Background: an optimization exercise with open tools, aiming at small area, a short achievable clock period and few clock cycles. Do not read the settings as production practice.
At most, simulation tests tie the RTL to the original design; equivalence was not proved.

Setup of the baseline:
==> flow/design.v (excerpt) <==
module css_disckey (
    input  wire        clk,
    input  wire        rst,         
    input  wire        start,
    output wire        ready,
    output wire [8:0]  slot_addr,
    input  wire [39:0] slot_data,
    output wire        done,
    output wire        found,
    output wire [39:0] disc_key
);
For scale: roughly 3200 cells after synthesis, about 500 flip-flops, about 95 I/O pins.
export LEC_CHECK = 0
export CAP_MARGIN = 20
export CORE_MARGIN = 2
export CORE_UTILIZATION = 40
export PLACE_DENSITY = 0.6
export SETUP_SLACK_MARGIN = 3.1
export SLEW_MARGIN = 20
create_clock -name core_clock -period 6.0 [get_ports {clk}]
run.sh (not shown) runs the stock make flow with config.mk's settings and CLKGATE_MAP_FILE= SYNTH_SCRIPT=/design/flow/synth_recipe.tcl, a recipe that flattens the netlist after the stock synthesis.
The baseline finished all stages; the layout is clean.
Testbench counts of the baseline, summed over its fixed seeds: cycles 138,818.
--- input diff the baseline..the candidate ---
-- flow/config.mk --
<<< the baseline, line 11
export PLACE_DENSITY = 0.6
export SETUP_SLACK_MARGIN = 3.1
export SLEW_MARGIN = 20
>>> the candidate, line 11
export PLACE_DENSITY = 0.6
export SETUP_SLACK_MARGIN = 2.5
export SLEW_MARGIN = 20
export SYNTH_HIERARCHICAL = 1
Findings:
The candidate vs the baseline, cell area after placement went down by 0.45%. Of the two values seen for library cell contributing the largest single delay on the critical path, xnor2_1 was produced by the candidate and dfxtp_4 by the baseline. Diff the baseline -> the candidate: combined global-route utilization of all metal layers has decreased, average size of a mapped cell has increased, stage delay of the slowest cell on the critical path has increased. Compared to the baseline, the routing of the candidate uses less wire.

Setup of build 41:
Another version of the RTL of css_disckey (not shown whole).
For scale: about 0.038 sq mm of cells after synthesis.
export LEC_CHECK = 0
export ABC_AREA = 1
export CAP_MARGIN = 20
export CORE_MARGIN = 2
export CORE_UTILIZATION = 40
export PLACE_DENSITY = 0.6
export SETUP_SLACK_MARGIN = 3.1
export SLEW_MARGIN = 20
export SYNTH_HIERARCHICAL = 1
create_clock -name core_clock -period 6.0 [get_ports {clk}]
standard.sh (not shown) runs the stock make flow with config.mk's settings and CLKGATE_MAP_FILE= SYNTH_SCRIPT=/design/flow/synth_recipe.tcl, a recipe that flattens the netlist after the stock synthesis.
==> flow/flow/run.sh <==
#!/bin/bash
set -euo pipefail
export BUFFER_PORTS_ARGS="-buffer_cell sky130_fd_sc_hd__buf_2"
bash standard.sh > standard.log 2>&1
Testbench counts of build 41, summed over its fixed seeds: cycles 138,818.
Here is what was changed in the inputs of build 73 compared with build 41.
Settings: clearing ABC_AREA, which used to be 1.
- Build 73 reached the final stage; the timing, DRC and antenna checks on its layout passed.
- Relative to build 41, clock latency on the worst-skew pair decreased by 0.04 ns in build 73.
- In the tables for build 73 and build 41, worst max-slew margin expressed relative to the limit reads lower with build 73.
- Between build 73 and build 41, worst path setup slack after routing is lower for build 73, build 41 comes in above that.
- Diff build 41 -> build 73 | first-pass GRT wire length | decrease of 43,000 um
- Clock network area share, build 73 and build 41: higher on build 73
- Count of cell instances traversed by the critical path was higher in build 41 than in build 73.
- Die: build 73 smaller than build 41
## Diff of input files: build 21 against build 73
Settings: changing PLACE_DENSITY from 0.6 to 0.8; changing CORE_UTILIZATION from 40 to 65.
Findings:
- In the floorplan summary, build 21 is listed with a die area less than that of build 73.
- Build 21 completed end to end with timing, DRC and antenna clean.
- Compared to build 73, build 21 reaches a lower achievable clock.
- Comparing build 73 against build 21, there is no change at all in count of buffers from port buffering.
- Between build 73 and build 21, minimum clock period after layout increased.
- Compared with build 73, build 21 shows a average routed wire per standard cell that is about 15% higher.
--- input diff build 21..build 54 ---
Settings: CORE_UTILIZATION changed from 65 to 40; PLACE_DENSITY changed from 0.8 to 0.6.
==> flow/run.sh (new file) <==
#!/bin/bash
# synth_recipe.tcl (not shown) runs the flow's synth.tcl, then flattens the netlist and writes it again
# the make line also repeats each setting of config.mk as NAME=value (left out here)
make -C /OpenROAD-flow-scripts/flow DESIGN_CONFIG=/design/flow/config.mk WORK_HOME=/design/flow/orfs CLKGATE_MAP_FILE= SYNTH_SCRIPT=/design/flow/synth_recipe.tcl finish
removed: flow/flow/run.sh
removed: flow/standard.sh
## What came out
Sort build 54 and build 21 by length of routed met2 wiring desc -> top: build 21
Build 54 vs. build 21: sequential share of cell area went down by 1.2 points.
Fraction of the cycle the final worst path needs (higher): build 21
Data arrival time of the critical path for build 54: 0.07 ns down relative to build 21

css_disckey, a different RTL version from the one above (not shown whole).
For scale: ~3,400 cells after synthesis, about 95 I/O pins.
## css_disckey
module css_disckey (
    input  wire        clk,
    input  wire        rst,         
    input  wire        start,
    output wire        ready,
    output wire [8:0]  slot_addr,
    input  wire [39:0] slot_data,
    output wire        done,
    output wire        found,
    output wire [39:0] disc_key
);
Settings: LEC_CHECK=0, CAP_MARGIN=20, CORE_MARGIN=2, CORE_UTILIZATION=55, PLACE_DENSITY=0.72, SETUP_SLACK_MARGIN=3.0, SLEW_MARGIN=20, SYNTH_HIERARCHICAL=1; clock period 6.0 ns.
==> flow/flow/run.sh <==
#!/bin/bash
set -euo pipefail
export BUFFER_PORTS_ARGS="-buffer_cell sky130_fd_sc_hd__buf_2"
bash standard.sh > standard.log 2>&1
Testbench counts at the start, summed over its fixed seeds: cycles 138,914.
Change:
Settings changed: CORE_UTILIZATION 55 to 50, PLACE_DENSITY 0.72 to 0.7, SETUP_SLACK_MARGIN 3.0 to 3.2.
Wire length is lower by 3.7%; worst hold slack gets worse by 0.041 ns; final area is higher by 2.9%; setup slack gets better by 0.047 ns; register-to-register slack gets better by 0.05 ns.
Change:
Settings changed: SETUP_SLACK_MARGIN 3.2 to 3.0.
After rerunning: The new run finished with timing, DRC and antenna clean; routed wire length falls by about 6%; cell area went down by 4.0%; global-route usage is lower by 1.5 points; sequential share of layout area grows by 0.92 points.
Change:
Settings changed: CORE_UTILIZATION 50 to 40, PLACE_DENSITY 0.7 to 0.6, SETUP_SLACK_MARGIN 3.0 to 3.1.
After rerunning: Wire length grows by 7.0%. Setup slack improves by 0.051 ns. Synthesized cell count is unchanged. Global-route usage shrinks by 4.0 points.

try-xenon:
Another version of the RTL of css_disckey (not shown whole).
Size in the first run: ~3,700 cells after synthesis, roughly 95 I/O pins, roughly 36,000 um^2 of cells after synthesis.
clock: 6.0 ns
lec_check: 0
cap_margin: 20
core_margin: 2
core_utilization: 40
place_density: 0.6
setup_slack_margin: 3.3
slew_margin: 20
synth_hierarchical: 1
synth_minimum_keep_size: 100
Scripts as last shown in full above: flow/flow/run.sh
try-xenon: full flow OK, the timing, DRC and antenna checks passed
What try-indigo does differently from try-xenon at the input level:
# try-xenon
export LEC_CHECK = 0
export CAP_MARGIN = 20
export CORE_MARGIN = 2
export CORE_UTILIZATION = 40
export PLACE_DENSITY = 0.6
export SETUP_SLACK_MARGIN = 3.3
export SLEW_MARGIN = 20
export SYNTH_HIERARCHICAL = 1
export SYNTH_MINIMUM_KEEP_SIZE = 100
create_clock -name core_clock -period 6.0 [get_ports {clk}]
# try-indigo
export LEC_CHECK = 0
export CAP_MARGIN = 20
export CORE_MARGIN = 2
export CORE_UTILIZATION = 40
export PLACE_DENSITY = 0.6
export SETUP_SLACK_MARGIN = 3.1
export SLEW_MARGIN = 20
export SYNTH_HIERARCHICAL = 1
export SYNTH_MINIMUM_KEEP_SIZE = 100
create_clock -name core_clock -period 6.0 [get_ports {clk}]
==> flow/run.sh (new file) <==
#!/bin/bash
# synth_recipe.tcl (not shown) runs the flow's synth.tcl, then flattens the netlist and writes it again
# the make line also repeats each setting of config.mk as NAME=value (left out here)
make -C /OpenROAD-flow-scripts/flow DESIGN_CONFIG=/design/flow/config.mk WORK_HOME=/design/flow/orfs CLKGATE_MAP_FILE= SYNTH_SCRIPT=/design/flow/synth_recipe.tcl finish
removed: flow/flow/run.sh
removed: flow/standard.sh
Findings:
- Across both runs, layout-stage area growth over the synthesis result was lower for try-indigo than for try-xenon.
- Comparing the two runs side by side, try-indigo comes out ahead of try-xenon on design area.
Function was not checked in any run of this note: the RTL went through the layout flow alone.

Setup of rev 12:
Another version of the RTL of css_disckey (not shown whole).
For scale: roughly 3,300 cells after synthesis, about 95 I/O pins, roughly 32,000 um^2 of cells after synthesis.
clock: 6.0 ns
lec_check: 0
cap_margin: 20
core_margin: 2
core_utilization: 50
place_density: 0.7
setup_slack_margin: 2.9
slew_margin: 20
synth_hierarchical: 1
==> flow/flow/run.sh <==
#!/bin/bash
set -euo pipefail
export BUFFER_PORTS_ARGS="-buffer_cell sky130_fd_sc_hd__buf_2"
bash standard.sh > standard.log 2>&1
Testbench counts of rev 12, summed over its fixed seeds: cycles 138,914.
diff inputs: rev 12 => rev 13
- a change of SETUP_SLACK_MARGIN from 2.9 to 3.2
==> comparison <==
- Via density per instance: rev 13 vs rev 12 up 0.073
- The final reports for rev 13 and rev 12 show initial antenna violation count higher in the former.
- Summary: minimum clock period after layout, rev 13 better than rev 12
- Taking rev 12 as the reference, in rev 13 non-clock buffer count saw an increase; largest net degree at the start of global routing has remained practically unchanged.
- On total placed instance area: rev 13 sits above rev 12.
- Looking at total non-filler cell area in the finished layout, rev 13 sits 1900 um^2 above rev 12.

Another version of the RTL of css_disckey (not shown whole).
For scale: ~3,200 cells after synthesis.
==> flow/design.v (excerpt) <==
module css_disckey (
    input  wire        clk,
    input  wire        rst,         
    input  wire        start,
    output wire        ready,
    output wire [8:0]  slot_addr,
    input  wire [39:0] slot_data,
    output wire        done,
    output wire        found,
    output wire [39:0] disc_key
);
export LEC_CHECK = 0
export CAP_MARGIN = 20
export CORE_MARGIN = 2
export CORE_UTILIZATION = 40
export CTS_BUF_LIST = sky130_fd_sc_hd__clkbuf_4 sky130_fd_sc_hd__clkbuf_8
export CTS_CLUSTER_SIZE = 24
export PLACE_DENSITY = 0.6
export SETUP_SLACK_MARGIN = 3.1
export SLEW_MARGIN = 20
export SYNTH_HIERARCHICAL = 1
create_clock -name core_clock -period 6.0 [get_ports {clk}]
run.sh (not shown) runs the stock make flow with config.mk's settings and CLKGATE_MAP_FILE= SYNTH_SCRIPT=/design/flow/synth_recipe.tcl, a recipe that flattens the netlist after the stock synthesis.
Stock flow here: none of the scripts above is used.
Next try:
- CTS_BUF_LIST: sky130_fd_sc_hd__clkbuf_4 sky130_fd_sc_hd__clkbuf_8 -> not set
- CTS_CLUSTER_SIZE: 24 -> not set
- SETUP_SLACK_MARGIN: 3.1 -> 3.6
What happened: Setup slack got worse by 0.032 ns. Sequential share of layout area fell by 1.5 points. Global-route usage rose by 1.0 points. Maximum frequency fell slightly. Register-to-register slack got worse by 0.03 ns. Wire length rose by a few percent. Core utilization rose by 2.9 points.
No run of this note included a check of the RTL's function; only the layout flow was run.

## re-timing with driven ports
Ports are ideal in the flow. The routed layouts listed here were re-timed in OpenROAD.
Step 1 (the two cells are an assumption about what drives the block):
set clk [get_ports {clk}]
set_driving_cell -lib_cell sky130_fd_sc_hd__clkbuf_16 $clk
set_driving_cell -lib_cell sky130_fd_sc_hd__buf_2 [delete_from_list [all_inputs] $clk]
Step 2, shift: input delay + t, output delay - t, t = (earliest + latest rising clock arrival at the registers) / 2. This alone moves slack from input paths to output paths.
Three values: no drivers, after step 1, after step 2; two values: the first two.
run	shift t [ns]	slack for setup (ns)	clock arrival spread, ns	slew at the worst register clock pin (ns)	worst data-port slew with drivers (ns)
the baseline	0.679	2.520 / 2.520 / 2.520	0.029 / 0.029	0.07 / 0.07	0.03
the candidate	0.675	2.558 / 2.558 / 2.529	0.022 / 0.022	0.07 / 0.07	0.03
build 41	0.719	3.128 / 3.128 / 3.128	0.038 / 0.038	0.07 / 0.07	0.06
build 73	0.686	3.074 / 3.074 / 3.054	0.024 / 0.024	0.07 / 0.07	0.03
build 21	0.669	2.886 / 2.886 / 2.886	0.027 / 0.026	0.07 / 0.07	0.03
build 54	0.706	2.982 / 2.982 / 2.664	0.047 / 0.047	0.07 / 0.07	0.03
the first run of note 3	0.661	2.909 / 2.909 / 2.909	0.037 / 0.036	0.07 / 0.07	0.03
the second run of note 3	0.693	2.955 / 2.955 / 2.955	0.032 / 0.032	0.07 / 0.07	0.04
the third run of note 3	0.671	3.028 / 3.028 / 2.890	0.028 / 0.028	0.06 / 0.06	0.04
the fourth run of note 3	0.687	3.079 / 3.079 / 2.898	0.022 / 0.022	0.07 / 0.07	0.05
try-xenon	0.724	3.219 / 3.219 / 2.855	0.048 / 0.049	0.07 / 0.07	0.04
try-indigo	0.708	3.146 / 3.113 / 2.518	0.036 / 0.036	0.07 / 0.07	0.04
rev 12	0.671	2.878 / 2.878 / 2.878	0.022 / 0.023	0.07 / 0.07	0.03
rev 13	0.666	3.025 / 3.025 / 2.948	0.025 / 0.024	0.07 / 0.07	0.04
the first run of note 6	0.771	2.980 / 2.980 / 2.585	0.045 / 0.044	0.07 / 0.07	0.03
the second run of note 6	0.698	2.947 / 2.947 / 2.947	0.048 / 0.048	0.07 / 0.07	0.03
After both steps every run listed still meets setup and hold. The setup slack of try-indigo, which loses most, moves by -0.033 ns with the drivers and by -0.628 ns with both steps.
